Source: an optimization exercise on an open RTL-to-GDS flow (aim: small area, a short achievable clock period and few clock cycles). Production flows keep margins and buffers that such runs may drop. Function was checked by simulation only, so behaviour that the tests miss may differ from the original. Power and IR drop assume default switching activity.

==> flow/design.v (excerpt) <==
module rle_encoder (
    input  wire       clk,
    input  wire       rst,           
    input  wire       in_valid,
    output wire       in_ready,
    input  wire [7:0] in_data,
    input  wire       in_last,
    output wire       out_valid,
    input  wire       out_ready,
    output reg  [7:0] out_data,
    output reg        out_last
);
For scale: about 2,500 flip-flops, about 24 I/O pins, ~65,000 um^2 of cells after synthesis.
clock: 10.0 ns
lec_check: 0
cap_margin: 60
core_margin: 2
core_utilization: 55
cts_buf_list: sky130_fd_sc_hd__clkbuf_8
cts_cluster_diameter: 50
cts_cluster_size: 16
slew_margin: 60
standard.sh (not shown) runs the stock make flow with config.mk's settings and CLKGATE_MAP_FILE= SYNTH_SCRIPT=/design/flow/synth_recipe.tcl, a recipe that flattens the netlist after the stock synthesis.
==> flow/flow/run.sh <==
#!/bin/bash
# The standard layout (standard.sh), with the port buffers that ORFS inserts
# before global placement made of sky130_fd_sc_hd__buf_4 cells instead of the
# cell buffer_ports picks by itself. Everything else is the standard flow's own flow.
set -euo pipefail
export BUFFER_PORTS_ARGS="-buffer_cell sky130_fd_sc_hd__buf_4"
bash standard.sh > standard.log 2>&1
The baseline went through all stages and came out clean.
Testbench counts at the start, summed over its fixed seeds: cycles 40,244.
Rerun with:
CORE_UTILIZATION = 40   (was 55)
CTS_BUF_LIST = sky130_fd_sc_hd__clkbuf_16   (was sky130_fd_sc_hd__clkbuf_8)
Outcome:
- The changed run finished with timing, DRC and antenna clean
- setup slack improved by 0.078 ns
- core utilization goes down by 15 points
- worst hold slack improved by 0.0098 ns
- power goes up by 11%
- first-iteration DRC count goes up by 18%
- register-to-register slack improved by 0.06 ns
- fmax goes up by 2.3%
Rerun with:
==> flow/run.sh (new file) <==
#!/bin/bash
# synth_recipe.tcl (not shown) runs the flow's synth.tcl, then flattens the netlist and writes it again
# the make line also repeats each setting of config.mk as NAME=value (left out here)
make -C /OpenROAD-flow-scripts/flow DESIGN_CONFIG=/design/flow/config.mk WORK_HOME=/design/flow/orfs CLKGATE_MAP_FILE= SYNTH_SCRIPT=/design/flow/synth_recipe.tcl finish
CTS_BUF_LIST = sky130_fd_sc_hd__clkbuf_8   (was sky130_fd_sc_hd__clkbuf_16)
removed: flow/flow/run.sh
removed: flow/standard.sh
What happened: The new run ran to the end with no violations. Global-route usage hardly moves. Die area does not change. Worst hold slack gains 0.0031 ns. Via count barely changes. Power goes down by 9.0%. Register-to-register slack gains 0.09 ns. Routed wire length goes up by 0.41%. Non-clock buffer count goes up by 8.
Rerun with:
==> flow/flow/run.sh (new file) <==
#!/bin/bash
# The standard layout (standard.sh), with the port buffers that ORFS inserts
# before global placement made of sky130_fd_sc_hd__buf_4 cells instead of the
# cell buffer_ports picks by itself. Everything else is the standard flow's own flow.
set -euo pipefail
export BUFFER_PORTS_ARGS="-buffer_cell sky130_fd_sc_hd__buf_4"
bash standard.sh > standard.log 2>&1
==> flow/standard.sh (new file) <==
#!/bin/bash
# synth_recipe.tcl (not shown) runs the flow's synth.tcl, then flattens the netlist and writes it again
# the make line also repeats each setting of config.mk as NAME=value (left out here)
make -C /OpenROAD-flow-scripts/flow DESIGN_CONFIG=/design/flow/config.mk WORK_HOME=/design/flow/orfs CLKGATE_MAP_FILE= SYNTH_SCRIPT=/design/flow/synth_recipe.tcl "${@:-finish}"
removed: flow/run.sh
Non-clock buffer count decreases by 8.
Die area does not change.
Wire length falls by 0.74%.
Via count goes down by 0.35%.
Clock power came out lower by about 1%.
Critical path depth does not change.
Synthesized cell count stays the same.
Power went down by 0.73%.
Core utilization drops by 0.11 points.


== run A ==
Another version of the RTL of rle_encoder (not shown whole).
Size: ~2500 flip-flops, about 24 I/O pins, about 65000 µm² of cells after synthesis.
// rle_encoder
module rle_encoder (
    input  wire       clk,
    input  wire       rst,           
    input  wire       in_valid,
    output wire       in_ready,
    input  wire [7:0] in_data,
    input  wire       in_last,
    output wire       out_valid,
    input  wire       out_ready,
    output reg  [7:0] out_data,
    output reg        out_last
);
Settings: LEC_CHECK=0, CAP_MARGIN=20, CORE_MARGIN=2, CORE_UTILIZATION=40, CTS_BUF_LIST=sky130_fd_sc_hd__clkbuf_8, CTS_CLUSTER_DIAMETER=50, CTS_CLUSTER_SIZE=16, SLEW_MARGIN=20; clock period 10.0 ns.
==> flow/flow/run.sh <==
#!/bin/bash
# The standard layout (standard.sh), with the port buffers that ORFS inserts
# before global placement made of sky130_fd_sc_hd__buf_4 cells instead of the
# cell buffer_ports picks by itself. Everything else is the standard flow's own flow.
set -euo pipefail
export BUFFER_PORTS_ARGS="-buffer_cell sky130_fd_sc_hd__buf_4"
bash standard.sh > standard.log 2>&1
Run A: PASS, flow complete, no timing, DRC or antenna violations
Testbench counts of run A, summed over its fixed seeds: cycles 40,244.
The inputs of run B differ from those of run A as listed below.
# run A
export LEC_CHECK = 0
export CAP_MARGIN = 20
export CORE_MARGIN = 2
export CORE_UTILIZATION = 40
export CTS_BUF_LIST = sky130_fd_sc_hd__clkbuf_8
export CTS_CLUSTER_DIAMETER = 50
export CTS_CLUSTER_SIZE = 16
export SLEW_MARGIN = 20
create_clock -name core_clock -period 10.0 [get_ports {clk}]
# run B
export LEC_CHECK = 0
export CAP_MARGIN = 60
export CORE_MARGIN = 2
export CORE_UTILIZATION = 40
export CTS_BUF_LIST = sky130_fd_sc_hd__clkbuf_8 sky130_fd_sc_hd__clkbuf_16
export CTS_CLUSTER_DIAMETER = 50
export CTS_CLUSTER_SIZE = 16
export SLEW_MARGIN = 60
create_clock -name core_clock -period 10.0 [get_ports {clk}]
==> comparison <==
Compared with run A, wire length in run B increased slightly. In run B, the number of cells on the worst reg-to-reg path came out 1 above the value in run A. Both conditions hold for run B: the flow ran to the end and the final layout passed the timing, design-rule and antenna checks. Diff run A -> run B: number of standard cells in the final layout excluding fillers up 40; worst path setup slack after routing up 0.43 ns; worst hold slack across all endpoints neither gained nor lost much.
What run C does differently from run B at the input level:
# run B
export LEC_CHECK = 0
export CAP_MARGIN = 60
export CORE_MARGIN = 2
export CORE_UTILIZATION = 40
export CTS_BUF_LIST = sky130_fd_sc_hd__clkbuf_8 sky130_fd_sc_hd__clkbuf_16
export CTS_CLUSTER_DIAMETER = 50
export CTS_CLUSTER_SIZE = 16
export SLEW_MARGIN = 60
create_clock -name core_clock -period 10.0 [get_ports {clk}]
# run C
export LEC_CHECK = 0
export CAP_MARGIN = 60
export CORE_MARGIN = 2
export CORE_UTILIZATION = 40
export CTS_BUF_LIST = sky130_fd_sc_hd__clkbuf_8
export CTS_CLUSTER_DIAMETER = 50
export CTS_CLUSTER_SIZE = 16
export SLEW_MARGIN = 60
create_clock -name core_clock -period 10.0 [get_ports {clk}]
Notes after the runs:
- Compared with run B, run C shows a final worst slack that is 0.11 ns lower.
- The buffer share of cell area on run C is in line with that on run B.
- Between run C and run B, it is run C whose sequential share of layout area is higher, by 2.2 points.
- Run comparison: run C timing startpoint of the critical path in_rdy; run B timing startpoint of the critical path st_dat
- Summary of run C over run B: met2 track utilization from global routing held; worst setup slack for register-to-register paths went down 0.03 ns; power went down about 10%.
- | via count | run C vs run B | ≈ equal |
- Result: PASS for each of run C and run B
- Comparing actual transition at the worst max-transition pin for run C and run B, the smaller number came from run C.
- Looking at post-route cell area across both flows, run C is the stronger of the two, with run B trailing.
[inputs] run D vs run C
# run C
export LEC_CHECK = 0
export CAP_MARGIN = 60
export CORE_MARGIN = 2
export CORE_UTILIZATION = 40
export CTS_BUF_LIST = sky130_fd_sc_hd__clkbuf_8
export CTS_CLUSTER_DIAMETER = 50
export CTS_CLUSTER_SIZE = 16
export SLEW_MARGIN = 60
create_clock -name core_clock -period 10.0 [get_ports {clk}]
# run D
export LEC_CHECK = 0
export CAP_MARGIN = 80
export CORE_MARGIN = 2
export CORE_UTILIZATION = 40
export CTS_BUF_LIST = sky130_fd_sc_hd__clkbuf_8
export CTS_CLUSTER_DIAMETER = 50
export CTS_CLUSTER_SIZE = 16
export SLEW_MARGIN = 80
create_clock -name core_clock -period 10.0 [get_ports {clk}]
--- outcome ---
Run C → run D: part of the power in the clock network lost 0.4 points; fill cell instance count of the final layout lost 218; buffer count excluding the clock tree in the final layout picked up an extra 215. Sort run C and run D by cell area, descending, and run D comes first. A endpoint of the worst setup timing path of f0_b[5] is what run D shows, while in_ready belongs to run C.


Another version of the RTL of rle_encoder (not shown whole).
For scale: roughly 3,900 cells after synthesis, roughly 2,500 flip-flops, roughly 24 I/O pins, about 64,000 um^2 of cells after synthesis.
Settings: LEC_CHECK=0, CAP_MARGIN=60, CORE_MARGIN=2, CORE_UTILIZATION=40, CTS_BUF_LIST=sky130_fd_sc_hd__clkbuf_8, CTS_CLUSTER_DIAMETER=60, CTS_CLUSTER_SIZE=20, SLEW_MARGIN=60; clock period 10.0 ns.
Scripts as last shown in full above: flow/flow/run.sh
The baseline completed without violations.
Testbench counts at the start, summed over its fixed seeds: cycles 39,817.
Rerun with:
==> flow/run.sh (new file) <==
#!/bin/bash
# synth_recipe.tcl (not shown) runs the flow's synth.tcl, then flattens the netlist and writes it again
# the make line also repeats each setting of config.mk as NAME=value (left out here)
make -C /OpenROAD-flow-scripts/flow DESIGN_CONFIG=/design/flow/config.mk WORK_HOME=/design/flow/orfs CLKGATE_MAP_FILE= SYNTH_SCRIPT=/design/flow/synth_recipe.tcl finish
removed: flow/flow/run.sh
removed: flow/standard.sh
After rerunning: Fmax is higher by 3.1%. Setup slack gets better by 0.12 ns. Register-to-register slack gets better by 0.37 ns. Total power stays flat. Clock skew is higher by 0.011 ns. Design area hardly moves. Wire length barely changes. Sequential power barely changes. Via count barely changes. First-iteration DRC count is higher by 3.4%.

afterwards: timing with drivers on the ports:
Ports are ideal in the flow. The routed layouts listed here were re-timed in OpenROAD. Step 1 sets driving cells, clkbuf_16 on the clock port and buf_2 on the other inputs (assumed; they add their load-dependent delay and slew). Step 2 adds t to the input delays and takes it off the output delays; t is the mean of the earliest and latest rising clock arrival at the registers after step 1. Input paths then give back, and output paths get back, about the clock's delay inside the block. Three values: ideal ports, drivers, drivers and shift; two values: the first two.
run	t (ns)	setup slack, ns	worst setup path at the end
the first run of note 1	1.010	6.529 / 6.458 / 6.546	register to register
the second run of note 1	0.867	6.607 / 6.607 / 6.607	register to register
the third run of note 1	0.996	6.136 / 6.071 / 6.577	input to register
the fourth run of note 1	0.994	6.553 / 6.485 / 6.581	register to register
run A	0.996	6.215 / 6.215 / 6.215	register to register
run B	0.875	6.642 / 6.600 / 6.642	register to register
run C	0.999	6.529 / 6.458 / 6.614	register to register
run D	1.010	6.512 / 6.473 / 6.512	register to register
the first run of note 3	0.942	6.012 / 6.012 / 6.012	register to register
the second run of note 3	0.948	6.133 / 6.062 / 6.377	register to register
After both steps every run listed still meets setup and hold.
